From an optimization exercise on the open Yosys and OpenROAD flow, aimed at small area, a short achievable clock period and few clock cycles per item; shortcuts taken in it are not production practice.
RTL that was checked went through simulation tests only; none was proved equivalent to the original.
No functional check of the RTL was part of runs 1, 3 and 4.
Power and IR drop assume default switching activity.

==> design.v <==
module lzdec (
    input  wire        clk,
    input  wire        rst,             
    input  wire        cmd_valid,
    output wire        cmd_ready,
    input  wire        cmd_kind,        
    input  wire        cmd_len_known,
    input  wire        cmd_cap_en,
    input  wire [15:0] cmd_src_len,
    input  wire [31:0] cmd_skip,
    input  wire [31:0] cmd_take,
    input  wire [31:0] cmd_max_out,
    input  wire [7:0]  cmd_fill,
    input  wire        in_valid,
    input  wire [7:0]  in_data,
    output wire        in_ready,
    output wire        out_valid,
    output wire [7:0]  out_data,
    input  wire        out_ready,
    output wire        done,
    output wire [2:0]  err,
    output wire        win_we,
    output wire [11:0] win_waddr,
    output wire [7:0]  win_wdata,
    output wire [11:0] win_raddr,
    input  wire [7:0]  win_rdata
);
    localparam [2:0] E_NONE  = 3'd0,
                     E_TRUNC = 3'd1,
                     E_RANGE = 3'd3,
                     E_OVF   = 3'd4;
    localparam [3:0] P_IDLE  = 4'd0,
                     P_FIRST = 4'd1,    
                     P_TOK   = 4'd2,    
                     P_P1    = 4'd3,    
                     P_P2    = 4'd4,    
                     P_LIT   = 4'd5,    
                     P_NEAR  = 4'd6,    
                     P_SHORT = 4'd7,    
                     P_GAM   = 4'd8,    
                     P_GC    = 4'd9,    
                     P_FARLO = 4'd10,   
                     P_LM0   = 4'd11,   
                     P_LM1   = 4'd12,   
                     P_END   = 4'd13;   
    localparam [1:0] G_SEL  = 2'd0,     
                     G_REPN = 2'd1,     
                     G_FARN = 2'd2;     
    localparam [1:0] T_LIT = 2'd0,      
                     T_RAM = 2'd1,      
                     T_BYP = 2'd2;      
    reg         run;
    reg         fin;
    reg  [2:0]  err_r;
    reg         kind;
    reg         len_known;
    reg         cap_en;
    reg  [7:0]  fill;
    reg  [15:0] src_rem;
    reg         src_z;
    reg  [31:0] skip_rem;
    reg         skip_nz;
    reg  [31:0] take_rem;
    reg         take_one;
    reg  [31:0] cap_rem;
    reg         cap_z;
    reg  [3:0]  ps;
    reg  [7:0]  acc;           
    reg  [3:0]  bcnt;          
    reg         lwm;
    reg  [12:0] last_off;
    reg  [31:0] g;
    reg  [1:0]  gsel;
    reg  [12:0] pd;            
    reg         pbig;          
    reg  [3:0]  sd;
    reg  [1:0]  sbits;
    reg         c_act;
    reg         c_last;
    reg         c_byp;
    reg  [32:0] c_n;
    reg  [11:0] rptr;
    reg         rneg;          
    reg         w_valid;
    reg  [1:0]  w_type;
    reg  [7:0]  w_byte;
    reg  [11:0] w_addr;
    reg  [7:0]  lastb;
    reg  [11:0] nidx;          
    reg         nfull;         
    wire       cap_blk = cap_en && cap_z;
    wire       w_prod  = run && w_valid && !cap_blk && (skip_nz || out_ready);
    wire       w_acc   = !w_valid || w_prod;
    wire [7:0] w_val   = (w_type == T_RAM) ? win_rdata :
                         (w_type == T_BYP) ? lastb : w_byte;
    wire       take_end = w_prod && !skip_nz && len_known && take_one;
    wire       ovf      = run && w_valid && cap_blk;
    assign out_valid = run && w_valid && !cap_blk && !skip_nz;
    assign out_data  = w_val;
    assign win_we    = w_prod;
    assign win_waddr = w_addr;
    assign win_wdata = w_val;
    assign win_raddr = rptr;
    assign cmd_ready = !run;
    assign done      = fin;
    assign err       = err_r;
    wire r2w    = c_act && w_acc;
    wire lit_ok = !c_act && w_acc;
    wire cpy_ok = !c_act || (c_last && w_acc);
    wire       have_acc = (bcnt != 4'd0);
    wire [7:0] in_rev   = {in_data[0], in_data[1], in_data[2], in_data[3],
                           in_data[4], in_data[5], in_data[6], in_data[7]};
    wire [7:0] in_bits  = kind ? in_data : in_rev;
    wire [7:0] ew       = have_acc ? acc : in_bits;
    wire [3:0] nb       = have_acc ? bcnt : 4'd8;
    wire [31:0] gv      = {g[30:0], ew[7]};
    reg  [3:0]  ps_n;
    reg  [31:0] g_n;
    reg  [1:0]  gsel_n;
    reg  [12:0] pd_n;
    reg         pbig_n;
    reg  [3:0]  sd_n;
    reg  [1:0]  sbits_n;
    reg         lwm_n;
    reg  [12:0] lo_n;
    reg  [2:0]  k;             
    reg         nbits;         
    reg         brd;           
    reg         bok;           
    reg         e_lit, e_cpy, e_n1, e_end;
    reg  [7:0]  e_litv;
    reg  [12:0] e_d;
    reg  [32:0] e_n;
    reg  [2:0]  e_err;
    reg         cbit;
    reg  [31:0] gval;
    reg  [3:0]  dd;
    reg         sdone;
    always @(*) begin
        ps_n    = ps;
        g_n     = g;
        gsel_n  = gsel;
        pd_n    = pd;
        pbig_n  = pbig;
        sd_n    = sd;
        sbits_n = sbits;
        lwm_n   = lwm;
        lo_n    = last_off;
        k       = 3'd0;
        nbits   = 1'b0;
        brd     = 1'b0;
        bok     = 1'b1;
        e_lit   = 1'b0;
        e_cpy   = 1'b0;
        e_n1    = 1'b0;
        e_end   = 1'b0;
        e_litv  = in_data;
        e_d     = pd;
        e_n     = 33'd0;
        e_err   = len_known ? E_TRUNC : E_NONE;
        cbit    = 1'b0;
        gval    = gv;
        dd      = 4'd0;
        sdone   = 1'b0;
        case (ps)
        P_FIRST, P_LIT: begin
            brd   = 1'b1;
            bok   = lit_ok;
            e_lit = 1'b1;
            lwm_n = 1'b0;
            ps_n  = P_TOK;
        end
        P_TOK: begin
            nbits = 1'b1;
            if (!kind) begin
                k = 3'd1;
                if (ew[7]) begin
                    if (have_acc) begin
                        brd   = 1'b1;
                        bok   = lit_ok;
                        e_lit = 1'b1;
                    end else begin
                        ps_n = P_LIT;
                    end
                end else begin
                    if (have_acc) begin
                        brd        = 1'b1;
                        pd_n[7:0]  = in_data;
                        ps_n       = P_LM1;
                    end else begin
                        ps_n = P_LM0;
                    end
                end
            end else if (!ew[7]) begin
                k     = 3'd1;
                lwm_n = 1'b0;
                if (have_acc) begin
                    brd   = 1'b1;
                    bok   = lit_ok;
                    e_lit = 1'b1;
                end else begin
                    ps_n = P_LIT;
                end
            end else if (nb == 4'd1) begin
                k    = 3'd1;
                ps_n = P_P1;
            end else if (!ew[6]) begin
                k      = 3'd2;
                g_n    = 32'd1;
                gsel_n = G_SEL;
                ps_n   = P_GAM;
            end else if (nb == 4'd2) begin
                k    = 3'd2;
                ps_n = P_P2;
            end else begin
                k       = 3'd3;
                sbits_n = 2'd0;
                ps_n    = ew[5] ? P_SHORT : P_NEAR;
            end
        end
        P_P1: begin
            nbits = 1'b1;
            if (!ew[7]) begin
                k      = 3'd1;
                g_n    = 32'd1;
                gsel_n = G_SEL;
                ps_n   = P_GAM;
            end else if (nb == 4'd1) begin
                k    = 3'd1;
                ps_n = P_P2;
            end else begin
                k       = 3'd2;
                sbits_n = 2'd0;
                ps_n    = ew[6] ? P_SHORT : P_NEAR;
            end
        end
        P_P2: begin
            nbits   = 1'b1;
            k       = 3'd1;
            sbits_n = 2'd0;
            ps_n    = ew[7] ? P_SHORT : P_NEAR;
        end
        P_SHORT: begin
            nbits = 1'b1;
            if (sbits == 2'd0 && nb >= 4'd4) begin
                k     = 3'd4;
                dd    = ew[7:4];
                sdone = 1'b1;
            end else begin
                k       = 3'd1;
                sd_n    = {sd[2:0], ew[7]};
                sbits_n = sbits + 2'd1;
                dd      = {sd[2:0], ew[7]};
                sdone   = (sbits == 2'd3);
            end
            if (sdone) begin
                lwm_n = 1'b0;
                ps_n  = P_TOK;
                if (dd == 4'd0) begin
                    e_lit  = 1'b1;
                    e_litv = 8'h00;
                end else begin
                    e_cpy = 1'b1;
                    e_d   = {9'd0, dd};
                    e_n   = 33'd1;
                    e_n1  = 1'b1;
                end
            end
        end
        P_NEAR: begin
            brd = 1'b1;
            bok = cpy_ok;
            if (in_data[7:1] == 7'd0) begin
                e_end = 1'b1;
            end else begin
                e_cpy = 1'b1;
                e_d   = {6'd0, in_data[7:1]};
                e_n   = in_data[0] ? 33'd3 : 33'd2;
                lo_n  = {6'd0, in_data[7:1]};
                lwm_n = 1'b1;
                ps_n  = P_TOK;
            end
        end
        P_GAM, P_GC: begin
            nbits = 1'b1;
            if (ps == P_GAM && nb == 4'd1) begin
                k    = 3'd1;
                g_n  = gv;
                ps_n = P_GC;
            end else begin
                k    = (ps == P_GAM) ? 3'd2 : 3'd1;
                cbit = (ps == P_GAM) ? ew[6] : ew[7];
                gval = (ps == P_GAM) ? gv : g;
                if (cbit) begin
                    if (gval[31]) begin
                        e_end = 1'b1;
                        e_err = E_RANGE;
                    end else begin
                        g_n  = gval;
                        ps_n = P_GAM;
                    end
                end else begin
                    case (gsel)
                    G_SEL: begin
                        if (!lwm && gval == 32'd2) begin
                            g_n    = 32'd1;
                            gsel_n = G_REPN;
                            ps_n   = P_GAM;
                        end else begin
                            pd_n[12:8] = gval[4:0] - (lwm ? 5'd2 : 5'd3);
                            pbig_n     = lwm ? (gval > 32'd18) : (gval > 32'd19);
                            ps_n       = P_FARLO;
                        end
                    end
                    G_REPN: begin
                        if (last_off == 13'd0) begin
                            e_end = 1'b1;
                            e_err = E_RANGE;
                        end else begin
                            e_cpy = 1'b1;
                            e_d   = last_off;
                            e_n   = {1'b0, gval};
                            lwm_n = 1'b1;
                            ps_n  = P_TOK;
                        end
                    end
                    default: begin
                        if (pd == 13'd0 || pbig || pd > 13'd4096) begin
                            e_end = 1'b1;
                            e_err = E_RANGE;
                        end else begin
                            e_cpy = 1'b1;
                            e_d   = pd;
                            e_n   = {1'b0, gval}
                                  + ((pd >= 13'd1280) ? 33'd1 : 33'd0)
                                  + ((pd < 13'd128) ? 33'd2 : 33'd0);
                            lo_n  = pd;
                            lwm_n = 1'b1;
                            ps_n  = P_TOK;
                        end
                    end
                    endcase
                end
            end
        end
        P_FARLO: begin
            brd       = 1'b1;
            pd_n[7:0] = in_data;
            g_n       = 32'd1;
            gsel_n    = G_FARN;
            ps_n      = P_GAM;
        end
        P_LM0: begin
            brd       = 1'b1;
            pd_n[7:0] = in_data;
            ps_n      = P_LM1;
        end
        P_LM1: begin
            brd = 1'b1;
            bok = cpy_ok;
            if ({in_data[7:4], pd[7:0]} == 12'd0) begin
                e_end = 1'b1;
                e_err = E_RANGE;
            end else begin
                e_cpy = 1'b1;
                e_d   = {1'b0, in_data[7:4], pd[7:0]};
                e_n   = {29'd0, in_data[3:0]} + 33'd3;
                ps_n  = P_TOK;
            end
        end
        default: ;
        endcase
        if (e_end)
            ps_n = P_END;
    end
    wire stepping = run && (ps != P_IDLE) && (ps != P_END);
    wire refill   = nbits && !have_acc;
    wire emit_ok  = e_lit ? lit_ok : (e_cpy ? cpy_ok : 1'b1);
    wire eoi = stepping && (refill || brd) && src_z;
    assign in_ready = stepping && !src_z && (refill || (brd && bok));
    wire byte_take  = in_ready && in_valid;
    wire refill_only = refill && !src_z && in_valid && (e_lit || e_cpy);
    wire commit = stepping &&
                  (brd     ? (!src_z && in_valid && bok) :
                   refill  ? (!src_z && in_valid && !(e_lit || e_cpy)) :
                             emit_ok);
    wire lit_go = commit && e_lit;
    wire cpy_go = commit && e_cpy;
    wire [13:0] s_new = {1'b0, nfull, nidx} + {13'd0, c_act} - {1'b0, e_d};
    always @(posedge clk) begin
        if (rst) begin
            run     <= 1'b0;
            fin     <= 1'b0;
            err_r   <= E_NONE;
            ps      <= P_IDLE;
            c_act   <= 1'b0;
            w_valid <= 1'b0;
        end else if (!run) begin
            fin <= 1'b0;
            if (cmd_valid) begin
                kind      <= cmd_kind;
                len_known <= cmd_len_known;
                cap_en    <= cmd_cap_en;
                fill      <= cmd_fill;
                src_rem   <= cmd_src_len;
                src_z     <= (cmd_src_len == 16'd0);
                skip_rem  <= cmd_skip;
                skip_nz   <= (cmd_skip != 32'd0);
                take_rem  <= cmd_take;
                take_one  <= (cmd_take == 32'd1);
                cap_rem   <= cmd_max_out;
                cap_z     <= (cmd_max_out == 32'd0);
                acc       <= 8'd0;
                bcnt      <= 4'd0;
                lwm       <= 1'b0;
                last_off  <= 13'd0;
                nidx      <= 12'd0;
                nfull     <= 1'b0;
                c_act     <= 1'b0;
                w_valid   <= 1'b0;
                err_r     <= E_NONE;
                if (cmd_len_known && cmd_take == 32'd0) begin
                    fin <= 1'b1;
                    ps  <= P_IDLE;
                end else begin
                    run <= 1'b1;
                    ps  <= cmd_kind ? P_FIRST : P_TOK;
                end
            end
        end else begin
            if (byte_take) begin
                src_rem <= src_rem - 16'd1;
                src_z   <= (src_rem == 16'd1);
            end
            if (eoi) begin
                err_r <= len_known ? E_TRUNC : E_NONE;
                ps    <= P_END;
            end else if (refill_only) begin
                acc  <= in_bits;
                bcnt <= 4'd8;
            end else if (commit) begin
                if (nbits) begin
                    acc  <= ew << k;
                    bcnt <= nb - {1'b0, k};
                end
                ps       <= ps_n;
                g        <= g_n;
                gsel     <= gsel_n;
                pd       <= pd_n;
                pbig     <= pbig_n;
                sd       <= sd_n;
                sbits    <= sbits_n;
                lwm      <= lwm_n;
                last_off <= lo_n;
                if (e_end)
                    err_r <= e_err;
            end
            if (cpy_go) begin
                c_act  <= 1'b1;
                c_n    <= e_n;
                c_last <= e_n1;
                c_byp  <= (e_d == 13'd1);
                rptr   <= s_new[11:0];
                rneg   <= s_new[13];
            end else if (r2w) begin
                c_n    <= c_n - 33'd1;
                c_last <= (c_n == 33'd2);
                rptr   <= rptr + 12'd1;
                if (rptr == 12'hfff)
                    rneg <= 1'b0;
                if (c_last)
                    c_act <= 1'b0;
            end
            if (r2w || lit_go) begin
                w_valid <= 1'b1;
                w_addr  <= nidx;
                nidx    <= nidx + 12'd1;
                if (nidx == 12'hfff)
                    nfull <= 1'b1;
                if (r2w) begin
                    w_type <= rneg ? T_LIT : (c_byp ? T_BYP : T_RAM);
                    w_byte <= fill;
                end else begin
                    w_type <= T_LIT;
                    w_byte <= e_litv;
                end
            end else if (w_prod) begin
                w_valid <= 1'b0;
            end else if (w_valid && w_type == T_RAM) begin
                w_type <= T_LIT;
                w_byte <= win_rdata;
            end
            if (w_prod) begin
                lastb   <= w_val;
                cap_rem <= cap_rem - 32'd1;
                cap_z   <= (cap_rem == 32'd1);
                if (skip_nz) begin
                    skip_rem <= skip_rem - 32'd1;
                    skip_nz  <= (skip_rem != 32'd1);
                end else if (len_known) begin
                    take_rem <= take_rem - 32'd1;
                    take_one <= (take_rem == 32'd2);
                end
            end
            if (take_end) begin
                run   <= 1'b0;
                fin   <= 1'b1;
                err_r <= E_NONE;
            end else if (ovf) begin
                run   <= 1'b0;
                fin   <= 1'b1;
                err_r <= E_OVF;
            end else if (ps == P_END && !c_act && !w_valid) begin
                run <= 1'b0;
                fin <= 1'b1;
            end
        end
    end
endmodule
==> run.sh <==
#!/bin/bash
# synth_recipe.tcl (not shown) runs the flow's synth.tcl, then flattens the netlist and writes it again
# the make line also repeats each setting of config.mk as NAME=value (left out here)
make -C /OpenROAD-flow-scripts/flow DESIGN_CONFIG=/design/flow/config.mk WORK_HOME=/design/flow/orfs CLKGATE_MAP_FILE= SYNTH_SCRIPT=/design/flow/synth_recipe.tcl finish
==> config.mk <==
export PLATFORM = sky130hd
export DESIGN_NAME = lzdec
export DESIGN_NICKNAME = lzdec
export VERILOG_FILES = /design/flow/design.v
export SDC_FILE = /design/flow/constraint.sdc
export NUM_CORES = 4
export LEC_CHECK = 0
export CAP_MARGIN = 20
export CORE_MARGIN = 2
export CORE_UTILIZATION = 40
export SLEW_MARGIN = 20
==> constraint.sdc <==
create_clock -name core_clock -period 6.0 [get_ports {clk}]
set_input_delay 1.2000 -clock core_clock [delete_from_list [all_inputs] [get_ports {clk}]]
set_output_delay 1.2000 -clock core_clock [all_outputs]
set_load 0.01 [all_outputs]
==> notes.md, run 1 <==
status finished clean; mapped cell area between 0.02 and 0.025 mm²; DP Area 0.0234 mm²; DRT Pass-1 Iters 7; CP Launch Type primary input; fmax roughly 180 MHz; peak fanout along the critical path 3; relative slew slack 33.1%; cells after synthesis around 2200; Compound-Gate Fraction of Synth Area around 16%; Critical Path End Type register; Ports 192; HP Class register to register; Clock Latency Late Sink between 0.5 and 0.6 ns; number of synthesized register bits 308; RSZ-0062 raised after global routing no; Final ANT Viol Nets 0; Setup TNS 0 ns; Die Y 231 µm; vias 18000; syn_area_per_cell between 9 and 10 µm²; worst hold start sd[0]; top cell type's share of synthesized area 43.1%; most frequent cells in the layout edfxtp_1 (297), nor2_1 (262), a21oi_1 (214); root buf cell clkbuf_16; xor and xnor area share after synthesis 7.32%; worst reg2reg endpoint rneg; Syn Nets approximately 2400; min cycle time layout 5.49 ns; largest cells by area after synthesis edfxtp_1 (43%), a21oi_1 (5.3%), xnor2_1 (5.0%); CTS Buf Count 39; commonest non-fill, non-tap cell in the layout edfxtp_1; count of final setup violators 0; reg2reg start bcnt[1]; reg2reg setup slack 0.57 ns; Total GRT Usage 22.7%; Total Power 0.00549 W; initial antenna violation count 5; hold depth 0; TritonCTS clock tree done; r2r worst-path depth 20; H-Tree Depth 2; Worst Hold Slack 0.470 ns; simple-gate share of the synthesized area 21.4%; post-CTS setup buffer count 0; CTS max path bufs 3; initial DRC count 1499; Yosys warning total 1; starting density of the core 40.4%; Synth Area in Adders 3.24%; DRC violations left 0; asr flop ratio synth 0%; Post-synth EDFFs just under 300; count of different cell masters after synthesis 93; first-pass GRT wire length 96300 µm; Tcrit/Tclk final 91.5%; largest family of logic cells by synthesized area simple AND/OR/NAND/NOR gates; number of global-route vias before repair 17500; Power Dens Cells 222 mW/mm²; die area 0.0536 mm²; Post-synth top flop edfxtp_1; register area share after synthesis 44.2%; Slowest-stage cell, CP clkdlybuf4s50_1; peak supply drop 0.173 mV; CP Cell Sequence clkdlybuf4s50_1 -> mux2_1 -> mux2_2 -> mux2_2 -> o31ai_1 -> o211ai_1 -> or2_0 -> a21boi_0 -> ha_1 -> ha_1 -> a21o_1 -> a21o_1 -> a21oi_1 -> o21ai_0 -> nand4_1 -> o21ai_0 -> o41ai_1 -> buf_4 -> nor3_1 -> nor4_1; Worst EP arrival 5.87 ns; Core ar. 0.0512 mm²; area leader, netlist edfxtp_1; share of cells above drive strength 1 under 10%; final setup skew 0.0171 ns; Worst Path Required 6.38 ns; grt total ovfl 0; final hold viol count 0; Max-Cap Viols 0; Worst Tran Pin Value 1.00 ns; pins over their slew limit 0; Design Area, Final 0.0248 mm²; largest net degree at the start of global routing 99; via/cell ratio 5.82; drt total wl 62400 µm; CTS sink cnt 308; cts repair resizes 0; # port buffers 191; static leakage approximately 8.5 nW; Final HPWL DP 45600 µm; Avg WL per Cell roughly 20 µm; routability congestion estimate 0.917; Final Util 48.3%; Reg clk slew, reported paths 0.06 ns; Layout area overhead 19.6%; Setup CP Type primary input to register; Hold Buf Count CTS 0; CP peak stage delay 0.43 ns; mux share of post-synthesis cell area under 10%; Die W 231 µm; Final nets 2576; WHS Endpoint sd[1]; Rows 83
## synthesized netlist by cell type, drive strengths merged, types with 14 or more instances
master    n
buf      38
clkbuf  104
xor2     56
nor2b    23
a211oi   21
o21ai    85
nor3     85
and2     14
and3     30
nand4    38
mux2i    66
or3      22
xnor2   117
nand3    55
a21oi   220
o22ai    15
ha       48
nor4     68
nand2b   23
inv      54
nor2    264
edfxtp  297
or4      28
nand2   195
a31oi    25
mux2     22
## worst max-delay path: cells and delay by family
kind,cells,cell delay (ns)
AOI/OAI and AO/OA,9,1.83
adders and majority gates,2,0.62
buffers and inverters,2,0.62
muxes,3,0.91
and+or+nand+nor,4,0.67
## where the power goes
group	switching [W]	internal, W
clock	0.000946	0.00140
combinational	0.000356	0.000282
sequential	0.0000708	0.00244
## final cells by class
type | count | area (µm²)
clock inverter | 19 | 211
tap | 680 | 851
fill | 4761 | 26400
antenna | 1 | 2.50
sequential | 308 | 9140
inverter | 55 | 206
multi-input combinational | 1716 | 10800
clock buffer | 50 | 1040
timing repair buffer | 261 | 2490
## layer usage
layer / vias to the layer above / part of all wire (%) / global-route usage (%) / routed length [µm]
met1: 8630 / 43 / 29.9 / 26900
met2: 589 / 46 / 36.6 / 28900
met5: - / 0.082 / 0 / 51
met4: 8 / 3.9 / 10.1 / 2410
met3: 143 / 6.6 / 4.00 / 4100
li1: 8628 / - / - / -
## logic make-up (layout without fill, tap and decap cells)
kind of cell             count (synthesis)  count (layout)
AND/OR/NAND/NOR                        894             894
AO/OA/AOI/OAI                          509             509
flip-flops                             308             308
buffers and inverters                  197             385
XOR/XNOR                               173             173
multiplexers                            88              88
adder cells (fa/ha/maj)                 52              52
other                                    0               1
## registers in the layout (all words and copies together), names as in the netlist, 13 cells and up
name and flops:
cap_rem 32, c_n 33, take_rem 32, skip_rem 32
last_off 13, pd 13, src_rem 16, g 32
## how the worst max path moves through the flow
stage | startpoint | end | slack (ns) | cells after the start
floorplan | in_data[7] | rptr[10] | 0.44 | 22
global placement | in_data[6] | rptr[10] | 0.09 | 20
detailed placement | in_data[1] | rptr[10] | 0.03 | 20
CTS | in_data[1] | rptr[10] | 0.59 | 20
global route | in_data[6] | rneg | 0.19 | 21
finish | in_data[1] | rneg | 0.51 | 20
## stage by stage
stage / setup slack (ns) / instances
detailed placement: 0.0260 / 3018
global placement: 0.0915 / 3018
floorplan: 0.444 / 2221
CTS: 0.586 / 3087
finish: 0.512 / 3090
global route: 0.189 / 3089
==> inputs of run 2 (changes only) <==
--- a/design.v
+++ b/design.v
@@ -46,9 +46,6 @@
     localparam [1:0] G_SEL  = 2'd0,     
                      G_REPN = 2'd1,     
                      G_FARN = 2'd2;     
-    localparam [1:0] T_LIT = 2'd0,      
-                     T_RAM = 2'd1,      
-                     T_BYP = 2'd2;      
     reg         run;
     reg         fin;
     reg  [2:0]  err_r;
@@ -71,36 +68,31 @@
     reg  [12:0] last_off;
     reg  [31:0] g;
     reg  [1:0]  gsel;
-    reg  [12:0] pd;            
     reg         pbig;          
-    reg  [3:0]  sd;
-    reg  [1:0]  sbits;
     reg         c_act;
     reg         c_last;
     reg         c_byp;
     reg  [32:0] c_n;
-    reg  [11:0] rptr;
-    reg         rneg;          
+    reg  [12:0] c_d;           
     reg         w_valid;
-    reg  [1:0]  w_type;
-    reg  [7:0]  w_byte;
-    reg  [11:0] w_addr;
-    reg  [7:0]  lastb;
-    reg  [11:0] nidx;          
-    reg         nfull;         
+    reg         w_ram;         
+    reg  [7:0]  w_byte;        
+    reg  [11:0] cur;           
+    reg         full;          
     wire       cap_blk = cap_en && cap_z;
     wire       w_prod  = run && w_valid && !cap_blk && (skip_nz || out_ready);
     wire       w_acc   = !w_valid || w_prod;
-    wire [7:0] w_val   = (w_type == T_RAM) ? win_rdata :
-                         (w_type == T_BYP) ? lastb : w_byte;
+    wire [7:0] w_val   = w_ram ? win_rdata : w_byte;
     wire       take_end = w_prod && !skip_nz && len_known && take_one;
     wire       ovf      = run && w_valid && cap_blk;
     assign out_valid = run && w_valid && !cap_blk && !skip_nz;
     assign out_data  = w_val;
     assign win_we    = w_prod;
-    assign win_waddr = w_addr;
+    assign win_waddr = cur;
     assign win_wdata = w_val;
-    assign win_raddr = rptr;
+    wire [13:0] rsrc = {1'b0, full, cur} + {13'd0, w_valid} - {1'b0, c_d};
+    wire        rneg = rsrc[13];   
+    assign win_raddr = rsrc[11:0];
     assign cmd_ready = !run;
     assign done      = fin;
     assign err       = err_r;
@@ -114,13 +106,12 @@
     wire [7:0] ew       = have_acc ? acc : in_bits;
     wire [3:0] nb       = have_acc ? bcnt : 4'd8;
     wire [31:0] gv      = {g[30:0], ew[7]};
+    wire [31:0] gva     = {g[30:0], acc[7]};
+    wire [31:0] gvala   = (ps == P_GAM) ? gva : g;
     reg  [3:0]  ps_n;
     reg  [31:0] g_n;
     reg  [1:0]  gsel_n;
-    reg  [12:0] pd_n;
     reg         pbig_n;
-    reg  [3:0]  sd_n;
-    reg  [1:0]  sbits_n;
     reg         lwm_n;
     reg  [12:0] lo_n;
     reg  [2:0]  k;             
@@ -136,14 +127,12 @@
     reg  [31:0] gval;
     reg  [3:0]  dd;
     reg         sdone;
+    wire [12:0] pd = last_off;     
     always @(*) begin
         ps_n    = ps;
         g_n     = g;
         gsel_n  = gsel;
-        pd_n    = pd;
         pbig_n  = pbig;
-        sd_n    = sd;
-        sbits_n = sbits;
         lwm_n   = lwm;
         lo_n    = last_off;
         k       = 3'd0;
@@ -185,7 +174,7 @@
                 end else begin
                     if (have_acc) begin
                         brd        = 1'b1;
-                        pd_n[7:0]  = in_data;
+                        lo_n[7:0]  = in_data;
                         ps_n       = P_LM1;
                     end else begin
                         ps_n = P_LM0;
@@ -214,7 +203,7 @@
                 ps_n = P_P2;
             end else begin
                 k       = 3'd3;
-                sbits_n = 2'd0;
+                g_n     = 32'd1;
                 ps_n    = ew[5] ? P_SHORT : P_NEAR;
             end
         end
@@ -230,28 +219,27 @@
                 ps_n = P_P2;
             end else begin
                 k       = 3'd2;
-                sbits_n = 2'd0;
+                g_n     = 32'd1;
                 ps_n    = ew[6] ? P_SHORT : P_NEAR;
             end
         end
         P_P2: begin
             nbits   = 1'b1;
             k       = 3'd1;
-            sbits_n = 2'd0;
+            g_n     = 32'd1;
             ps_n    = ew[7] ? P_SHORT : P_NEAR;
         end
         P_SHORT: begin
             nbits = 1'b1;
-            if (sbits == 2'd0 && nb >= 4'd4) begin
+            if (g[3:0] == 4'd1 && nb >= 4'd4) begin
                 k     = 3'd4;
-                dd    = ew[7:4];
+                dd    = acc[7:4];
                 sdone = 1'b1;
             end else begin
-                k       = 3'd1;
-                sd_n    = {sd[2:0], ew[7]};
-                sbits_n = sbits + 2'd1;
-                dd      = {sd[2:0], ew[7]};
-                sdone   = (sbits == 2'd3);
+                k     = 3'd1;
+                g_n   = gv;
+                dd    = gva[3:0];
+                sdone = g[3];
             end
             if (sdone) begin
                 lwm_n = 1'b0;
@@ -307,7 +295,7 @@
                             gsel_n = G_REPN;
                             ps_n   = P_GAM;
                         end else begin
-                            pd_n[12:8] = gval[4:0] - (lwm ? 5'd2 : 5'd3);
+                            lo_n[12:8] = gval[4:0] - (lwm ? 5'd2 : 5'd3);
                             pbig_n     = lwm ? (gval > 32'd18) : (gval > 32'd19);
                             ps_n       = P_FARLO;
                         end
@@ -319,7 +307,7 @@
                         end else begin
                             e_cpy = 1'b1;
                             e_d   = last_off;
-                            e_n   = {1'b0, gval};
+                            e_n   = {1'b0, gvala};
                             lwm_n = 1'b1;
                             ps_n  = P_TOK;
                         end
@@ -331,10 +319,9 @@
                         end else begin
                             e_cpy = 1'b1;
                             e_d   = pd;
-                            e_n   = {1'b0, gval}
+                            e_n   = {1'b0, gvala}
                                   + ((pd >= 13'd1280) ? 33'd1 : 33'd0)
                                   + ((pd < 13'd128) ? 33'd2 : 33'd0);
-                            lo_n  = pd;
                             lwm_n = 1'b1;
                             ps_n  = P_TOK;
                         end
@@ -345,14 +332,14 @@
         end
         P_FARLO: begin
             brd       = 1'b1;
-            pd_n[7:0] = in_data;
+            lo_n[7:0] = in_data;
             g_n       = 32'd1;
             gsel_n    = G_FARN;
             ps_n      = P_GAM;
         end
         P_LM0: begin
             brd       = 1'b1;
-            pd_n[7:0] = in_data;
+            lo_n[7:0] = in_data;
             ps_n      = P_LM1;
         end
         P_LM1: begin
@@ -386,7 +373,6 @@
                              emit_ok);
     wire lit_go = commit && e_lit;
     wire cpy_go = commit && e_cpy;
-    wire [13:0] s_new = {1'b0, nfull, nidx} + {13'd0, c_act} - {1'b0, e_d};
     always @(posedge clk) begin
         if (rst) begin
             run     <= 1'b0;
@@ -414,8 +400,8 @@
                 bcnt      <= 4'd0;
                 lwm       <= 1'b0;
                 last_off  <= 13'd0;
-                nidx      <= 12'd0;
-                nfull     <= 1'b0;
+                cur       <= 12'd0;
+                full      <= 1'b0;
                 c_act     <= 1'b0;
                 w_valid   <= 1'b0;
                 err_r     <= E_NONE;
@@ -446,10 +432,7 @@
                 ps       <= ps_n;
                 g        <= g_n;
                 gsel     <= gsel_n;
-                pd       <= pd_n;
                 pbig     <= pbig_n;
-                sd       <= sd_n;
-                sbits    <= sbits_n;
                 lwm      <= lwm_n;
                 last_off <= lo_n;
                 if (e_end)
@@ -460,38 +443,28 @@
                 c_n    <= e_n;
                 c_last <= e_n1;
                 c_byp  <= (e_d == 13'd1);
-                rptr   <= s_new[11:0];
-                rneg   <= s_new[13];
+                c_d    <= e_d;
             end else if (r2w) begin
                 c_n    <= c_n - 33'd1;
                 c_last <= (c_n == 33'd2);
-                rptr   <= rptr + 12'd1;
-                if (rptr == 12'hfff)
-                    rneg <= 1'b0;
                 if (c_last)
                     c_act <= 1'b0;
             end
-            if (r2w || lit_go) begin
+            if (r2w || lit_go)
                 w_valid <= 1'b1;
-                w_addr  <= nidx;
-                nidx    <= nidx + 12'd1;
-                if (nidx == 12'hfff)
-                    nfull <= 1'b1;
-                if (r2w) begin
-                    w_type <= rneg ? T_LIT : (c_byp ? T_BYP : T_RAM);
-                    w_byte <= fill;
-                end else begin
-                    w_type <= T_LIT;
-                    w_byte <= e_litv;
-                end
-            end else if (w_prod) begin
+            else if (w_prod)
                 w_valid <= 1'b0;
-            end else if (w_valid && w_type == T_RAM) begin
-                w_type <= T_LIT;
-                w_byte <= win_rdata;
-            end
+            w_ram <= r2w && !rneg && !c_byp;
+            if (lit_go)
+                w_byte <= e_litv;
+            else if (r2w && rneg)
+                w_byte <= fill;
+            else
+                w_byte <= w_val;
             if (w_prod) begin
-                lastb   <= w_val;
+                cur     <= cur + 12'd1;
+                if (cur == 12'hfff)
+                    full <= 1'b1;
                 cap_rem <= cap_rem - 32'd1;
                 cap_z   <= (cap_rem == 32'd1);
                 if (skip_nz) begin
==> run 2 against run 1 <==
Net effect:
- routed wire length shrank 11%
- non-clock buffer count shrank 31
- register-to-register slack gained 0.98 ns
- cell count shrank 6.3%
- worst setup slack gained 0.26 ns
- die area shrank 6.9%
- design area shrank 8.2%
- count of clock-buffer cells in the layout shrank 11
- first-iteration DRC count shrank 7.2%
- critical endpoint is now win_raddr[10]
==> notes.md, run 2 <==
number of synthesized register bits 269 (-13%); count leader, synth nor2_1; reg2reg setup slack 1.55 ns (+0.98 ns); most frequent cells in the layout nor2_1 (269), edfxtp_1 (258), nand2_1 (203); syn_area_per_cell 9.07 µm² (-2.7%); # port buffers 191 (unchanged); r2r worst-path depth 9 (-55%); static leakage 7.65 nW (-9.6%); count of different cell masters after synthesis 100 (+7.5%); Final HPWL DP 40200 µm (-12%); peak fanout along the critical path 5 (+2); crit path buf inv count 4 (+2); CTS max path bufs 3 (unchanged); Post-synth top flop edfxtp_1; Final ANT Viol Nets 0 (unchanged); Worst Path Required 4.80 ns (-1.58 ns); Die W 223 µm (-3.5%); initial DRC count 1391 (-7.2%); Yosys warning total 1 (unchanged); CP Launch Type register; Die Y 223 µm (-3.5%); pre-CTS worst setup slack 0.913 ns (+0.887 ns); asr flop ratio synth 0% (unchanged); count of final setup violators 0 (unchanged); Worst Tran Pin Value 1.08 ns (+0.0814 ns); Total Power 0.00495 W (-9.7%); Rows 80 (-3.6%); mapped cell area 0.0192 mm² (-7.0%); Largest register FFs 33 (unchanged); Final Util 47.7% (-0.63 points); register with the most flip-flops c_n; pins over their slew limit 0 (unchanged); final setup margin 0.774 ns (+0.263 ns); Layout area overhead 18.1%; RSZ-0062 raised after global routing no; Core ar. 0.0476 mm² (-6.9%); min cycle time layout 5.23 ns (-0.263 ns); Worst EP arrival 4.03 ns (-1.84 ns); CP peak stage delay 0.60 ns (+0.17 ns); root buf cell clkbuf_16; HP Class register to register; Critical Path End Type output port; routability congestion estimate 0.909 (-0.86%); vias 16800 (-6.7%); via/cell ratio 5.80 (-0.45%); Setup CP Type register to output port; Avg WL per Cell 19.1 µm (-5.4%); die area 0.0499 mm² (-6.9%); Setup TNS 0 ns (unchanged); Commonest cells post-synth nor2_1 (270), edfxtp_1 (258), nand2_1 (203); initial antenna violation count 3 (-2); Final nets 2446 (-5.0%); CP Cell Sequence inv_1 -> ha_1 -> inv_1 -> ha_1 -> inv_1 -> fa_1 -> nor2b_1 -> o21ai_0 -> a21boi_0 -> o21ai_0 -> a21boi_0 -> o21ai_0 -> nand2_1 -> o311ai_0 -> clkdlybuf4s50_1; Clock Latency Late Sink 0.56 ns (about the same); grt total ovfl 0 (unchanged); delay-heaviest family, CP compound AO/OA/AOI/OAI gates; final setup skew 0.0351 ns (+0.0180 ns); starting density of the core 40.4% (about the same); largest cells by area after synthesis edfxtp_1 (40%), nor2_1 (5.3%), a21oi_1 (4.8%); final hold viol count 0 (unchanged); TritonCTS clock tree done; Hold Buf Count CTS 0 (unchanged); Slowest-stage cell, CP clkdlybuf4s50_1; H-Tree Depth 2 (unchanged); peak supply drop 0.185 mV (+6.7%); cells after synthesis 2122 (-4.5%); Total GRT Usage 21.8% (-0.99 points); worst reg2reg endpoint g[11]; cts repair resizes 0 (unchanged); worst hold start fin; DRT Pass-1 Iters 5 (-2); number of global-route vias before repair 16500 (-5.6%); DRC violations left 0 (unchanged); register area share after synthesis 41.4% (-2.8 points); drt total wl 55300 µm (-11%); post-CTS setup buffer count 0 (unchanged); first-pass GRT wire length 87800 µm (-8.9%); Ports 192 (unchanged); Power Dens Cells 218 mW/mm² (-1.7%); CTS Buf Count 34 (-13%); area leader, netlist edfxtp_1; reg2reg start ps[3]; commonest non-fill, non-tap cell in the layout nor2_1; Tcrit/Tclk final 87.1% (-4.4 points); share of cells above drive strength 1 7.07% (+0.011 points); Syn Nets 2314 (-4.2%); hold depth 2 (+2); top cell type's share of synthesized area 40.3% (-2.8 points); Post-synth EDFFs 258 (-13%); Max-Cap Viols 0 (unchanged); status finished clean; WHS Endpoint fin; Reg clk slew, reported paths 0.07 ns (about the same); largest net degree at the start of global routing 101 (+2.0%); relative slew slack 27.6% (-5.5 points); CTS sink cnt 269 (-13%); fmax 191 MHz (+5.0%)
run 2: kinds of logic (layout without fill, tap and decap cells):
family,after synthesis,in the layout,share of synthesized area [%]
other,0,2,0
AO/OA/AOI/OAI,488,488,16.2
adder cells (fa/ha/maj),48,48,3.24
multiplexers,94,94,5.33
AND/OR/NAND/NOR,866,866,22.2
buffers and inverters,198,354,4.42
XOR/XNOR,159,159,7.24
flip-flops,269,269,41.4
run 2: per-layer routing:
| layer | routed length, µm | part of all wire (%) | GRT usage [%] |
|---|---|---|---|
| met1 | 24400 | 44 | 28.9 |
| met2 | 26000 | 47 | 36.2 |
| met3 | 3460 | 6.2 | 3.65 |
| met4 | 1400 | 2.5 | 7.12 |
| met5 | 11 | 0.020 | 0 |
run 2: where the power goes:
group	internal (W)	switching [W]
clock	0.00113	0.000833
sequential	0.00215	0.0000777
combinational	0.000338	0.000428
total	0.00362	0.00134
run 2: final cells by class:
type,instances,area (µm²)
inverters,64,240
flip-flops and latches,269,7970
repair buffers,230,2230
fillers,4543,24900
multi-input cells,1655,10500
clock buffers,39,870
clock inverters,21,169
well taps,615,769
diodes,2,5.00
run 2: worst reg2reg max path, stage by stage, from the launching register on:
cell      delay, ns
dfxtp_1        0.89
or4b_4         0.67
buf_4          0.35
a21oi_1        0.58
nand3_1        0.13
or4_1          0.47
nor2_1         0.19
o211ai_1       0.14
nor4_4         0.22
buf_4          0.42
run 2: how the worst max path moves through the flow:
stage / startpoint / end / slack (ns) / depth (start not counted)
final: cur[0] / win_raddr[10] / 0.77 / 15
after global routing: cur[0] / win_raddr[10] / 0.41 / 15
after CTS: cur[0] / win_raddr[10] / 0.77 / 15
after detailed placement: in_data[7] / c_d[1] / 0.91 / 11
after global placement: in_data[7] / c_d[0] / 0.99 / 11
after floorplan: in_data[6] / c_last / 0.61 / 11
run 2: stage by stage:
step	cell area, µm²	instances	hold slack (ns)
2_1_floorplan	19300	2122	0.509
3_3_place_gp	21600	2831	0.498
3_5_place_dp	21600	2831	0.511
4_1_cts	22700	2891	0.523
5_1_grt	22700	2893	0.557
6_report	22700	2895	0.517
Testbench counts of run 2, summed over its fixed seeds: cycles 647,354, bytes 529,560.
==> inputs of run 3 (changes only) <==
--- a/design.v
+++ b/design.v
@@ -107,7 +107,6 @@
     wire [3:0] nb       = have_acc ? bcnt : 4'd8;
     wire [31:0] gv      = {g[30:0], ew[7]};
     wire [31:0] gva     = {g[30:0], acc[7]};
-    wire [31:0] gvala   = (ps == P_GAM) ? gva : g;
     reg  [3:0]  ps_n;
     reg  [31:0] g_n;
     reg  [1:0]  gsel_n;
@@ -127,6 +126,12 @@
     reg  [31:0] gval;
     reg  [3:0]  dd;
     reg         sdone;
+    reg         two;           
+    reg  [31:0] gvala;         
+    reg         to_sn;         
+    reg         sn_bit;
+    reg         near_do;       
+    reg         farlo_do;      
     wire [12:0] pd = last_off;     
     always @(*) begin
         ps_n    = ps;
@@ -151,6 +156,12 @@
         gval    = gv;
         dd      = 4'd0;
         sdone   = 1'b0;
+        two     = 1'b0;
+        gvala   = g;
+        to_sn   = 1'b0;
+        sn_bit  = 1'b0;
+        near_do = 1'b0;
+        farlo_do = 1'b0;
         case (ps)
         P_FIRST, P_LIT: begin
             brd   = 1'b1;
@@ -202,9 +213,9 @@
                 k    = 3'd2;
                 ps_n = P_P2;
             end else begin
-                k       = 3'd3;
-                g_n     = 32'd1;
-                ps_n    = ew[5] ? P_SHORT : P_NEAR;
+                k      = 3'd3;
+                to_sn  = 1'b1;
+                sn_bit = ew[5];
             end
         end
         P_P1: begin
@@ -218,16 +229,16 @@
                 k    = 3'd1;
                 ps_n = P_P2;
             end else begin
-                k       = 3'd2;
-                g_n     = 32'd1;
-                ps_n    = ew[6] ? P_SHORT : P_NEAR;
+                k      = 3'd2;
+                to_sn  = 1'b1;
+                sn_bit = ew[6];
             end
         end
         P_P2: begin
             nbits   = 1'b1;
             k       = 3'd1;
-            g_n     = 32'd1;
-            ps_n    = ew[7] ? P_SHORT : P_NEAR;
+            to_sn   = 1'b1;
+            sn_bit  = ew[7];
         end
         P_SHORT: begin
             nbits = 1'b1;
@@ -255,20 +266,7 @@
                 end
             end
         end
-        P_NEAR: begin
-            brd = 1'b1;
-            bok = cpy_ok;
-            if (in_data[7:1] == 7'd0) begin
-                e_end = 1'b1;
-            end else begin
-                e_cpy = 1'b1;
-                e_d   = {6'd0, in_data[7:1]};
-                e_n   = in_data[0] ? 33'd3 : 33'd2;
-                lo_n  = {6'd0, in_data[7:1]};
-                lwm_n = 1'b1;
-                ps_n  = P_TOK;
-            end
-        end
+        P_NEAR: near_do = 1'b1;
         P_GAM, P_GC: begin
             nbits = 1'b1;
             if (ps == P_GAM && nb == 4'd1) begin
@@ -276,9 +274,18 @@
                 g_n  = gv;
                 ps_n = P_GC;
             end else begin
-                k    = (ps == P_GAM) ? 3'd2 : 3'd1;
-                cbit = (ps == P_GAM) ? ew[6] : ew[7];
-                gval = (ps == P_GAM) ? gv : g;
+                cbit  = (ps == P_GAM) ? ew[6] : ew[7];
+                gval  = (ps == P_GAM) ? gv : g;
+                gvala = (ps == P_GAM) ? gva : g;
+                two   = (ps == P_GAM) && nb >= 4'd4 && ew[6] && !gv[31];
+                if (two) begin
+                    k     = 3'd4;
+                    cbit  = ew[4];
+                    gval  = {gv[30:0], ew[5]};
+                    gvala = {gva[30:0], acc[5]};
+                end else begin
+                    k     = (ps == P_GAM) ? 3'd2 : 3'd1;
+                end
                 if (cbit) begin
                     if (gval[31]) begin
                         e_end = 1'b1;
@@ -297,7 +304,10 @@
                         end else begin
                             lo_n[12:8] = gval[4:0] - (lwm ? 5'd2 : 5'd3);
                             pbig_n     = lwm ? (gval > 32'd18) : (gval > 32'd19);
-                            ps_n       = P_FARLO;
+                            if (have_acc)
+                                farlo_do = 1'b1;
+                            else
+                                ps_n = P_FARLO;
                         end
                     end
                     G_REPN: begin
@@ -330,13 +340,7 @@
                 end
             end
         end
-        P_FARLO: begin
-            brd       = 1'b1;
-            lo_n[7:0] = in_data;
-            g_n       = 32'd1;
-            gsel_n    = G_FARN;
-            ps_n      = P_GAM;
-        end
+        P_FARLO: farlo_do = 1'b1;
         P_LM0: begin
             brd       = 1'b1;
             lo_n[7:0] = in_data;
@@ -357,6 +361,36 @@
         end
         default: ;
         endcase
+        if (to_sn) begin
+            g_n = 32'd1;
+            if (sn_bit)
+                ps_n = P_SHORT;
+            else if (have_acc)
+                near_do = 1'b1;
+            else
+                ps_n = P_NEAR;
+        end
+        if (near_do) begin
+            brd = 1'b1;
+            bok = cpy_ok;
+            if (in_data[7:1] == 7'd0) begin
+                e_end = 1'b1;
+            end else begin
+                e_cpy = 1'b1;
+                e_d   = {6'd0, in_data[7:1]};
+                e_n   = in_data[0] ? 33'd3 : 33'd2;
+                lo_n  = {6'd0, in_data[7:1]};
+                lwm_n = 1'b1;
+                ps_n  = P_TOK;
+            end
+        end
+        if (farlo_do) begin
+            brd       = 1'b1;
+            lo_n[7:0] = in_data;
+            g_n       = 32'd1;
+            gsel_n    = G_FARN;
+            ps_n      = P_GAM;
+        end
         if (e_end)
             ps_n = P_END;
     end
--- a/config.mk
+++ b/config.mk
@@ -5,7 +5,9 @@
 export SDC_FILE = /design/flow/constraint.sdc
 export NUM_CORES = 4
 export LEC_CHECK = 0
+export ABC_CLOCK_PERIOD_IN_PS = 4000
 export CAP_MARGIN = 20
 export CORE_MARGIN = 2
 export CORE_UTILIZATION = 40
+export SETUP_SLACK_MARGIN = 1.5
 export SLEW_MARGIN = 20
==> run 3 against run 2 <==
Net effect:
- still clean
- design area rose by 7.5%
- non-clock buffer count rose by 96
- sequential cell count did not move
- critical path depth fell by 3
- critical endpoint is now in_ready
==> notes.md, run 3 <==
count of different cell masters after synthesis 92 (-8.0%); CP startpoint in_data[7]; count leader, synth nor2_1; via/cell ratio 6.02 (+3.8%); CTS max path bufs 3 (unchanged); count of final setup violators 0 (unchanged); Final HPWL DP 46400 µm (+15%); crit path buf inv count 2 (-2); Clk network pwr share 39.4% (-0.2 points); Setup TNS 0 ns (unchanged); status finished clean; Die Y 224 µm (+0.41%); mapped cell area 0.0194 mm² (+0.83%); Power Dens Cells 225 mW/mm² (+3.3%); reg2reg start bcnt[1]; Core ar. 0.0478 mm² (+0.42%); static leakage 8.62 nW (+13%); fillers 4451 (-2.0%); Tcrit/Tclk final 79.1% (-8.0 points); share of cells above drive strength 1 13.1% (+6.0 points); min cycle time layout 4.75 ns (-0.479 ns); Layout area overhead 26.0%; TritonCTS clock tree done; initial antenna violation count 3 (unchanged); # port buffers 191 (unchanged); CP Cell Sequence dlygate4sd2_1 -> mux2_4 -> mux2i_2 -> a31oi_1 -> or4_4 -> a21oi_4 -> o211ai_1 -> nor2_1 -> o21ai_2 -> nand2_1 -> nor2_2 -> buf_2; CP peak stage delay 0.52 ns (-0.08 ns); worst hold start err_r[0]; register area share after synthesis 41.1% (-0.34 points); Comb pwr share 19.7% (+4.2 points); register with the most flip-flops c_n; cells after synthesis 2191 (+3.3%); Yosys warning total 1 (unchanged); syn_area_per_cell 8.86 µm² (-2.3%); commonest non-fill, non-tap cell in the layout nor2_1; DRT Pass-1 Iters 6 (+1); delay-heaviest family, CP simple AND/OR/NAND/NOR gates; CTS Buf Count 36 (+5.9%); Clock Latency Late Sink 0.56 ns (about the same); final hold viol count 0 (unchanged); Flop pwr share 40.8% (-4.1 points); FF/Latch Area 0.00798 mm² (about the same); largest net degree at the start of global routing 97 (-4.0%); Worst Tran Pin Value 1.07 ns (-0.0113 ns); HP Class register to register; Critical Path End Type output port; grt total ovfl 0 (unchanged); number of synthesized register bits 269 (unchanged); Rows 80 (unchanged); RSZ-0062 raised after global routing yes; final cell count without fillers 3057 (+5.6%); initial DRC count 1922 (+38%); Final Util 51.1% (+3.4 points); Syn Nets 2383 (+3.0%); Worst EP arrival 3.55 ns (-0.48 ns); Max-Cap Viols 0 (unchanged); Largest register FFs 33 (unchanged); Avg WL per Cell 21.4 µm (+12%); switch share 28.5% (+1.5 points); relative slew slack 28.4% (+0.76 points); Final nets 2606 (+6.5%); area of the multi-input gates 0.0111 mm² (+5.9%); fmax 211 MHz (+10%); Post-synth top flop edfxtp_1; H-Tree Depth 2 (unchanged); die area 0.0503 mm² (+0.82%); Post-synth EDFFs 258 (unchanged); Slowest-stage cell, CP or4_4; peak supply drop 0.148 mV (-20%); Sw Pwr 0.00157 W (+17%); Final ANT Viol Nets 0 (unchanged); top cell type's share of synthesized area 39.9% (-0.33 points); number of global-route vias before repair 17800 (+7.9%); largest cells by area after synthesis edfxtp_1 (40%), nor2_1 (5.9%), a21oi_1 (5.4%); DRC violations left 0 (unchanged); Setup CP Type primary input to output port; CTS sink cnt 269 (unchanged); most frequent cells in the layout nor2_1 (301), edfxtp_1 (258), nand2_1 (201), a21oi_1 (201), clkdlybuf4s50_1 (178); Total GRT Usage 25.0% (+3.2 points); pins over their slew limit 0 (unchanged); vias 18400 (+9.6%); first-pass GRT wire length 99400 µm (+13%); dpl cells 2922 (+3.2%); Ports 192 (unchanged); Reg clk slew, reported paths 0.05 ns (-0.02 ns); Die W 224 µm (+0.41%); routability congestion estimate 0.958 (+5.5%); asr flop ratio synth 0% (unchanged); final setup skew 0.0328 ns (-0.00229 ns); Commonest cells post-synth nor2_1 (306), edfxtp_1 (258), a21oi_1 (210); peak fanout along the critical path 6 (+1); root buf cell clkbuf_16; area leader, netlist edfxtp_1; drt total wl 65300 µm (+18%); Worst Path Required 4.80 ns (about the same); starting density of the core 40.6% (+0.17 points); CP Launch Type primary input; Internal 0.00394 W (+8.8%)
[run 3: changes by cell type after synthesis, moves of 7 or more]
cell,before,now
clkbuf_1,93,102
a21oi_1,186,210
a22oi_1,8,16
mux2i_1,64,51
nor2_1,270,306
nor3_1,69,86
nand4_1,25,13
o31ai_1,8,15
nand3b_1,11,2
a31oi_1,26,46
a21boi_0,15,2
[run 3: final timing paths]
path               to  slack (ns)  depth (start not counted)
max          in_ready        1.25                         12
max reg2reg      g[1]        1.56                         16
min reg2reg  err_r[0]        0.47                          2
min          err_r[0]        0.47                          2
[run 3: power by group through the flow]
stage	logic [W]	registers, W	clock network [W]
2_1_floorplan	0.000643	0.00224	0
3_3_place_gp	0.000988	0.00228	0
3_5_place_dp	0.000996	0.00228	0
4_1_cts	0.00104	0.00225	0.00221
5_1_grt	0.00118	0.00226	0.00227
6_report	0.00109	0.00225	0.00217
[run 3: final cells by class]
| type | count | share of cell area (%) |
|---|---|---|
| Antenna cell | 1 | 0.0102 |
| Inverter | 61 | 0.937 |
| Multi-Input combinational cell | 1720 | 45.4 |
| Clock inverter | 15 | 0.619 |
| Clock buffer | 50 | 4.16 |
| Timing Repair Buffer | 326 | 13.1 |
| Tap cell | 615 | 3.15 |
| Sequential cell | 269 | 32.6 |
[run 3: cell families (layout without fill, tap and decap cells)]
family / after synthesis / in the layout / synth area share (%)
buf+inv: 202 / 452 / 4.37
fa+ha+maj: 48 / 48 / 3.21
other cells: 0 / 1 / 0
mux: 71 / 71 / 3.79
compound gates: 561 / 561 / 18.3
simple gates: 881 / 881 / 22.1
flops: 269 / 269 / 41.1
xor+xnor: 159 / 159 / 7.18
[run 3: timing repair]
item | in CTS | in global routing
pin swaps | 25 | 27
setup buffers | 36 | 24
resized for setup | 75 | 55
hold buffers | 0 | 0
gates cloned | 2 | 7
endpoints found under the setup margin | 164 | 116
[run 3: through the flow]
stage	total power [W]	hold slack [ns]	cell area (µm²)	setup WS [ns]
after floorplan	0.00289	0.479	19600	0.925
after global placement	0.00327	0.450	22200	0.191
after detailed placement	0.00328	0.447	22200	0.219
after CTS	0.00550	0.465	23900	1.27
after global routing	0.00570	0.495	24400	1.17
final	0.00551	0.467	24400	1.25
[run 3: worst register-to-register path, cell delays in order, from the launching register on]
cell and delay, ns:
edfxtp_1 0.40, buf_6 0.15, nor4_4 0.34, buf_4 0.20, mux2i_4 0.36, o21ai_2 0.13, o32a_1 0.34, a2111oi_4 0.38
buf_4 0.18, buf_4 0.11, nand3_1 0.18, o21a_1 0.28, o22a_1 0.19, or3_1 0.40, a31oi_4 0.24, buf_6 0.15
buf_16 0.13
[run 3: routing by layer]
layer | GRT usage [%] | vias to the layer above | wire [µm]
met4 | 9.89 | 4 | 2400
met5 | 0 | - | 32
li1 | - | 8636 | -
met1 | 33.6 | 8838 | 28000
met2 | 39.3 | 760 | 29800
met3 | 5.32 | 158 | 5040
==> inputs of run 4 (changes only) <==
--- a/design.v
+++ b/design.v
@@ -72,6 +72,7 @@
     reg         c_act;
     reg         c_last;
     reg         c_byp;
+    reg         c_off;         
     reg  [32:0] c_n;
     reg  [12:0] c_d;           
     reg         w_valid;
@@ -90,8 +91,11 @@
     assign win_we    = w_prod;
     assign win_waddr = cur;
     assign win_wdata = w_val;
-    wire [13:0] rsrc = {1'b0, full, cur} + {13'd0, w_valid} - {1'b0, c_d};
+    wire [12:0] e_fd = (ps == P_SHORT) ? {9'd0, dd} : last_off;
+    wire [12:0] dsel = c_act ? c_d : e_fd;
+    wire [13:0] rsrc = {1'b0, full, cur} + {13'd0, w_valid} - {1'b0, dsel};
     wire        rneg = rsrc[13];   
+    wire        rbyp = c_act ? c_byp : (e_fd == 13'd1);
     assign win_raddr = rsrc[11:0];
     assign cmd_ready = !run;
     assign done      = fin;
@@ -117,7 +121,7 @@
     reg         nbits;         
     reg         brd;           
     reg         bok;           
-    reg         e_lit, e_cpy, e_n1, e_end;
+    reg         e_lit, e_cpy, e_n1, e_n2, e_fast, e_end;
     reg  [7:0]  e_litv;
     reg  [12:0] e_d;
     reg  [32:0] e_n;
@@ -147,6 +151,8 @@
         e_lit   = 1'b0;
         e_cpy   = 1'b0;
         e_n1    = 1'b0;
+        e_n2    = 1'b0;
+        e_fast  = 1'b0;
         e_end   = 1'b0;
         e_litv  = in_data;
         e_d     = pd;
@@ -259,10 +265,11 @@
                     e_lit  = 1'b1;
                     e_litv = 8'h00;
                 end else begin
-                    e_cpy = 1'b1;
-                    e_d   = {9'd0, dd};
-                    e_n   = 33'd1;
-                    e_n1  = 1'b1;
+                    e_cpy  = 1'b1;
+                    e_fast = 1'b1;
+                    e_d    = {9'd0, dd};
+                    e_n    = 33'd1;
+                    e_n1   = 1'b1;
                 end
             end
         end
@@ -315,9 +322,11 @@
                             e_end = 1'b1;
                             e_err = E_RANGE;
                         end else begin
-                            e_cpy = 1'b1;
-                            e_d   = last_off;
-                            e_n   = {1'b0, gvala};
+                            e_cpy  = 1'b1;
+                            e_fast = 1'b1;
+                            e_d    = last_off;
+                            e_n    = {1'b0, gvala};
+                            e_n2   = (gvala == 32'd2);
                             lwm_n = 1'b1;
                             ps_n  = P_TOK;
                         end
@@ -327,8 +336,10 @@
                             e_end = 1'b1;
                             e_err = E_RANGE;
                         end else begin
-                            e_cpy = 1'b1;
-                            e_d   = pd;
+                            e_cpy  = 1'b1;
+                            e_fast = 1'b1;
+                            e_n2   = (gvala == 32'd2) && pd >= 13'd128 && pd < 13'd1280;
+                            e_d    = pd;
                             e_n   = {1'b0, gvala}
                                   + ((pd >= 13'd1280) ? 33'd1 : 33'd0)
                                   + ((pd < 13'd128) ? 33'd2 : 33'd0);
@@ -407,6 +418,8 @@
                              emit_ok);
     wire lit_go = commit && e_lit;
     wire cpy_go = commit && e_cpy;
+    wire fast_go = cpy_go && e_fast && !c_act && w_acc;
+    wire ent_r   = r2w || fast_go;     
     always @(posedge clk) begin
         if (rst) begin
             run     <= 1'b0;
@@ -473,25 +486,26 @@
                     err_r <= e_err;
             end
             if (cpy_go) begin
-                c_act  <= 1'b1;
+                c_act  <= !(fast_go && e_n1);
                 c_n    <= e_n;
-                c_last <= e_n1;
+                c_last <= fast_go ? e_n2 : e_n1;
+                c_off  <= fast_go;
                 c_byp  <= (e_d == 13'd1);
                 c_d    <= e_d;
             end else if (r2w) begin
                 c_n    <= c_n - 33'd1;
-                c_last <= (c_n == 33'd2);
+                c_last <= (c_n == {31'd0, 1'b1, c_off});
                 if (c_last)
                     c_act <= 1'b0;
             end
-            if (r2w || lit_go)
+            if (ent_r || lit_go)
                 w_valid <= 1'b1;
             else if (w_prod)
                 w_valid <= 1'b0;
-            w_ram <= r2w && !rneg && !c_byp;
+            w_ram <= ent_r && !rneg && !rbyp;
             if (lit_go)
                 w_byte <= e_litv;
-            else if (r2w && rneg)
+            else if (ent_r && rneg)
                 w_byte <= fill;
             else
                 w_byte <= w_val;
--- a/config.mk
+++ b/config.mk
@@ -5,9 +5,7 @@
 export SDC_FILE = /design/flow/constraint.sdc
 export NUM_CORES = 4
 export LEC_CHECK = 0
-export ABC_CLOCK_PERIOD_IN_PS = 4000
 export CAP_MARGIN = 20
 export CORE_MARGIN = 2
 export CORE_UTILIZATION = 40
-export SETUP_SLACK_MARGIN = 1.5
 export SLEW_MARGIN = 20
==> run 4 against run 3 <==
Net effect:
- global-route usage shrank 0.34 points
- register-to-register slack lost 0.69 ns
- non-clock buffer count shrank 57
- routed wire length shrank 2.8%
==> notes.md, run 4 <==
final hold viol count 0 (unchanged); largest family of logic cells by synthesized area simple AND/OR/NAND/NOR gates; Post-synth EDFFs 259 (+0.39%); mapped cell area 0.0198 mm² (+2.3%); Die W 227 µm (+1.1%); final setup skew 0.0167 ns (-0.0161 ns); via/cell ratio 5.87 (-2.4%); Reg clk slew, reported paths 0.06 ns (about the same); final cell count without fillers 3130 (+2.4%); Comb pwr share 20.8% (+1.1 points); Tcrit/Tclk final 97.5% (+18 points); register area share after synthesis 40.3% (-0.75 points); DRT Pass-1 Iters 6 (unchanged); Avg WL per Cell 20.3 µm (-5.1%); min cycle time layout 5.85 ns (+1.11 ns); Total GRT Usage 24.7% (-0.34 points); reg2reg start g[3]; vias 18400 (-0.060%); # port buffers 191 (unchanged); number of global-route vias before repair 17800 (-0.023%); r2r worst-path depth 19 (+3); Setup CP Type register to output port; syn_area_per_cell 8.70 µm² (-1.7%); Critical Path End Type output port; Clk network pwr share 38.5% (-0.9 points); CTS Buf Count 35 (-2.8%); Flop pwr share 40.7% (about the same); initial DRC count 1636 (-15%); area leader, netlist edfxtp_1; peak supply drop 0.182 mV (+22%); hold depth 2 (unchanged); cells after synthesis 2280 (+4.1%); fmax 171 MHz (-19%); root buf cell clkbuf_16; final setup margin 0.148 ns (-1.11 ns); largest net degree at the start of global routing 84 (-13%); HP Class register to register; Sw Pwr 0.00160 W (+2.2%); grt total ovfl 0 (unchanged); starting density of the core 40.5% (about the same); post-CTS setup buffer count 0 (-100%); static leakage 8.18 nW (-5.1%); reg2reg setup slack 0.87 ns (-0.69 ns); pre-CTS worst setup slack 0.0145 ns (-0.205 ns); Synth Area in Adders 3.08% (-0.13 points); Compound-Gate Fraction of Synth Area 18.0% (-0.32 points); Worst Path Required 4.80 ns (about the same); CP peak stage delay 0.57 ns (+0.05 ns); mux share of post-synthesis cell area 4.76% (+0.97 points); status finished clean; Final nets 2629 (+0.88%); Worst Tran Pin Value 1.05 ns (-0.0234 ns); register with the most flip-flops c_n; CP Launch Type register; number of synthesized register bits 270 (+0.37%); pins over their slew limit 0 (unchanged); Post-synth top flop edfxtp_1; Yosys warning total 1 (unchanged); worst hold start err_r[0]; count leader, synth nor2_1; Final ANT Viol Nets 0 (unchanged); Syn Nets 2471 (+3.7%); initial antenna violation count 6 (+3); CP Cell Sequence or4b_4 -> a21oi_4 -> mux2i_1 -> nor2_1 -> a21oi_2 -> o21ai_1 -> ha_1 -> inv_1 -> ha_1 -> inv_1 -> fa_2 -> nor2b_1 -> o21ai_1 -> nand2_1 -> a21o_1 -> a21o_1 -> a21o_1 -> a21o_1 -> a21o_1 -> a21oi_2 -> xnor2_1 -> buf_2; H-Tree Depth 2 (unchanged); Power Dens Cells 232 mW/mm² (+2.8%); die area 0.0514 mm² (+2.2%); Rows 81 (+1.3%); Core ar. 0.0490 mm² (+2.3%); Hold Buf Count CTS 0 (unchanged); Die Y 227 µm (+1.1%); Worst EP arrival 4.65 ns (+1.10 ns); area of the multi-input gates 0.0112 mm² (+0.56%); Clock Latency Late Sink 0.55 ns (about the same); switch share 29.0% (+0.54 points); Slowest-stage cell, CP or4b_4; CTS sink cnt 270 (+0.37%); dpl cells 3064 (+4.9%); most frequent cells in the layout nor2_1 (300), edfxtp_1 (259), nand2_1 (223); Max-Cap Viols 0 (unchanged); DP Area 0.0226 mm² (+2.1%); count of final setup violators 0 (unchanged); Commonest cells post-synth nor2_1 (300), edfxtp_1 (259), a21oi_1 (226); xor and xnor area share after synthesis 6.84% (-0.33 points); asr flop ratio synth 0% (unchanged); RSZ-0062 raised after global routing yes; Layout area overhead 20.2%; largest cells by area after synthesis edfxtp_1 (39%), a21oi_1 (5.7%), nor2_1 (5.7%); FF/Latch Area 0.00800 mm² (+0.30%); DRC violations left 0 (unchanged); peak fanout along the critical path 2 (-4); Internal 0.00392 W (-0.41%); CTS max path bufs 3 (unchanged); share of cells above drive strength 1 8.61% (-4.5 points); fillers 4659 (+4.7%); Final HPWL DP 47600 µm (+2.5%); first-pass GRT wire length 99500 µm (+0.17%); most frequent cell on the critical path a21o_1; commonest non-fill, non-tap cell in the layout nor2_1; Design Area, Final 0.0239 mm² (-2.4%); WHS Endpoint err_r[0]; routability congestion estimate 0.953 (-0.57%); drt total wl 63500 µm (-2.8%); TritonCTS clock tree done; Ports 192 (unchanged); simple-gate share of the synthesized area 22.9% (+0.81 points); count of different cell masters after synthesis 88 (-4.3%); Largest register FFs 33 (unchanged); relative slew slack 30.1% (+1.7 points); worst reg2reg endpoint w_byte[5]; top cell type's share of synthesized area 39.2% (-0.73 points); Setup TNS 0 ns (unchanged)
==> run 4: logic make-up (layout without fill, tap and decap cells) <==
| logic type | Yosys count | after routing |
|---|---|---|
| AO/OA/AOI/OAI | 576 | 576 |
| other | 0 | 3 |
| multiplexers | 85 | 85 |
| XOR/XNOR | 155 | 155 |
| AND/OR/NAND/NOR | 945 | 945 |
| buffers and inverters | 202 | 385 |
| flip-flops | 270 | 270 |
| adder cells (fa/ha/maj) | 47 | 47 |
==> run 4: final cells by class <==
type,instances,share of cell area [%]
Clock inverter,24,1.01
Multi-Input combinational cell,1808,46.8
Sequential cell,270,33.5
Tap cell,664,3.48
Inverter,54,0.850
Timing Repair Buffer,269,10.5
Clock buffer,38,3.81
Antenna cell,3,0.0315
==> run 4: worst max path at each step <==
stage / slack, ns / endpoint / start / cells after the start
final: 0.15 / win_raddr[10] / g[3] / 22
after global routing: -0.03 / win_raddr[10] / g[3] / 22
after CTS: 0.007 / win_raddr[10] / g[3] / 19
after detailed placement: 0.01 / win_raddr[10] / g[3] / 19
after global placement: 0.06 / win_raddr[10] / g[3] / 19
after floorplan: 0.36 / c_last / in_data[1] / 12
==> run 4: repair_timing <==
action                                 CTS  global route
setup endpoints to repair                5             3
resized for setup                       15             4
endpoints found under the hold margin    0             0
pin swaps                                1             1
gates cloned                             0             0
==> run 4: critical path: cells and delay by family (launching register included) <==
family	cells	cell delay [ns]
fa+ha+maj	3	0.67
buf+inv	3	0.26
simple gates	4	0.79
xor+xnor	1	0.12
mux	1	0.23
flops	1	0.38
compound gates	10	1.64
==> run 4: through the flow <==
step / hold slack, ns / power (W) / util (%)
floorplan: 0.406 / 0.00295 / -
global placement: 0.451 / 0.00340 / 46.2
detailed placement: 0.476 / 0.00342 / 46.2
CTS: 0.488 / 0.00555 / 48.7
global route: 0.502 / 0.00574 / 48.7
finish: 0.484 / 0.00552 / 48.7
==> run 4: power groups by stage <==
stage               registers (W)  clock network (W)  logic [W]
detailed placement        0.00228                  0    0.00113
global placement          0.00228                  0    0.00112
global route              0.00226            0.00223    0.00125
finish                    0.00225            0.00213    0.00115
floorplan                 0.00226                  0   0.000696
CTS                       0.00225            0.00217    0.00114
==> run 4: metal layers <==
layer	track usage (%)	vias up	wire, µm
li1	-	8821	-
met3	4.17	104	4330
met4	8.11	4	1890
met1	34.0	8765	28400
met2	39.2	691	28900
met5	0	-	30

[separate check: timing with driven ports]
In the flow no input, the clock included, has a driving cell. The finished layouts below were timed again as built, in two steps. Step 1 (the two cells are an assumption about what drives the block):
set clk [get_ports {clk}]
set_driving_cell -lib_cell sky130_fd_sc_hd__clkbuf_16 $clk
set_driving_cell -lib_cell sky130_fd_sc_hd__buf_2 [delete_from_list [all_inputs] $clk]
Step 2 also shifts input and output timing later by t, the mid clock arrival at the registers, as if the neighbouring blocks saw the same clock. Slacks: no drivers / after step 1 / after step 2; pairs: no drivers / after step 1.
run	t, ns	setup slack, ns	worst hold slack (ns)	slew at the worst register clock pin (ns)
run 1	0.616	0.512 / 0.543 / -0.073	0.470 / 0.470 / 0.470	0.06 / 0.06
run 2	0.595	0.774 / 0.718 / 0.872	0.517 / 0.517 / 0.517	0.07 / 0.07
run 3	0.603	1.254 / 1.218 / 0.820	0.467 / 0.467 / 0.467	0.06 / 0.06
run 4	0.595	0.148 / 0.095 / 0.339	0.484 / 0.484 / 0.484	0.06 / 0.06
With both steps, setup timing fails in run 1, where it was met with ideal ports. The setup slack of run 1, which loses most, moves by +0.031 ns with the drivers and by -0.585 ns with both steps.
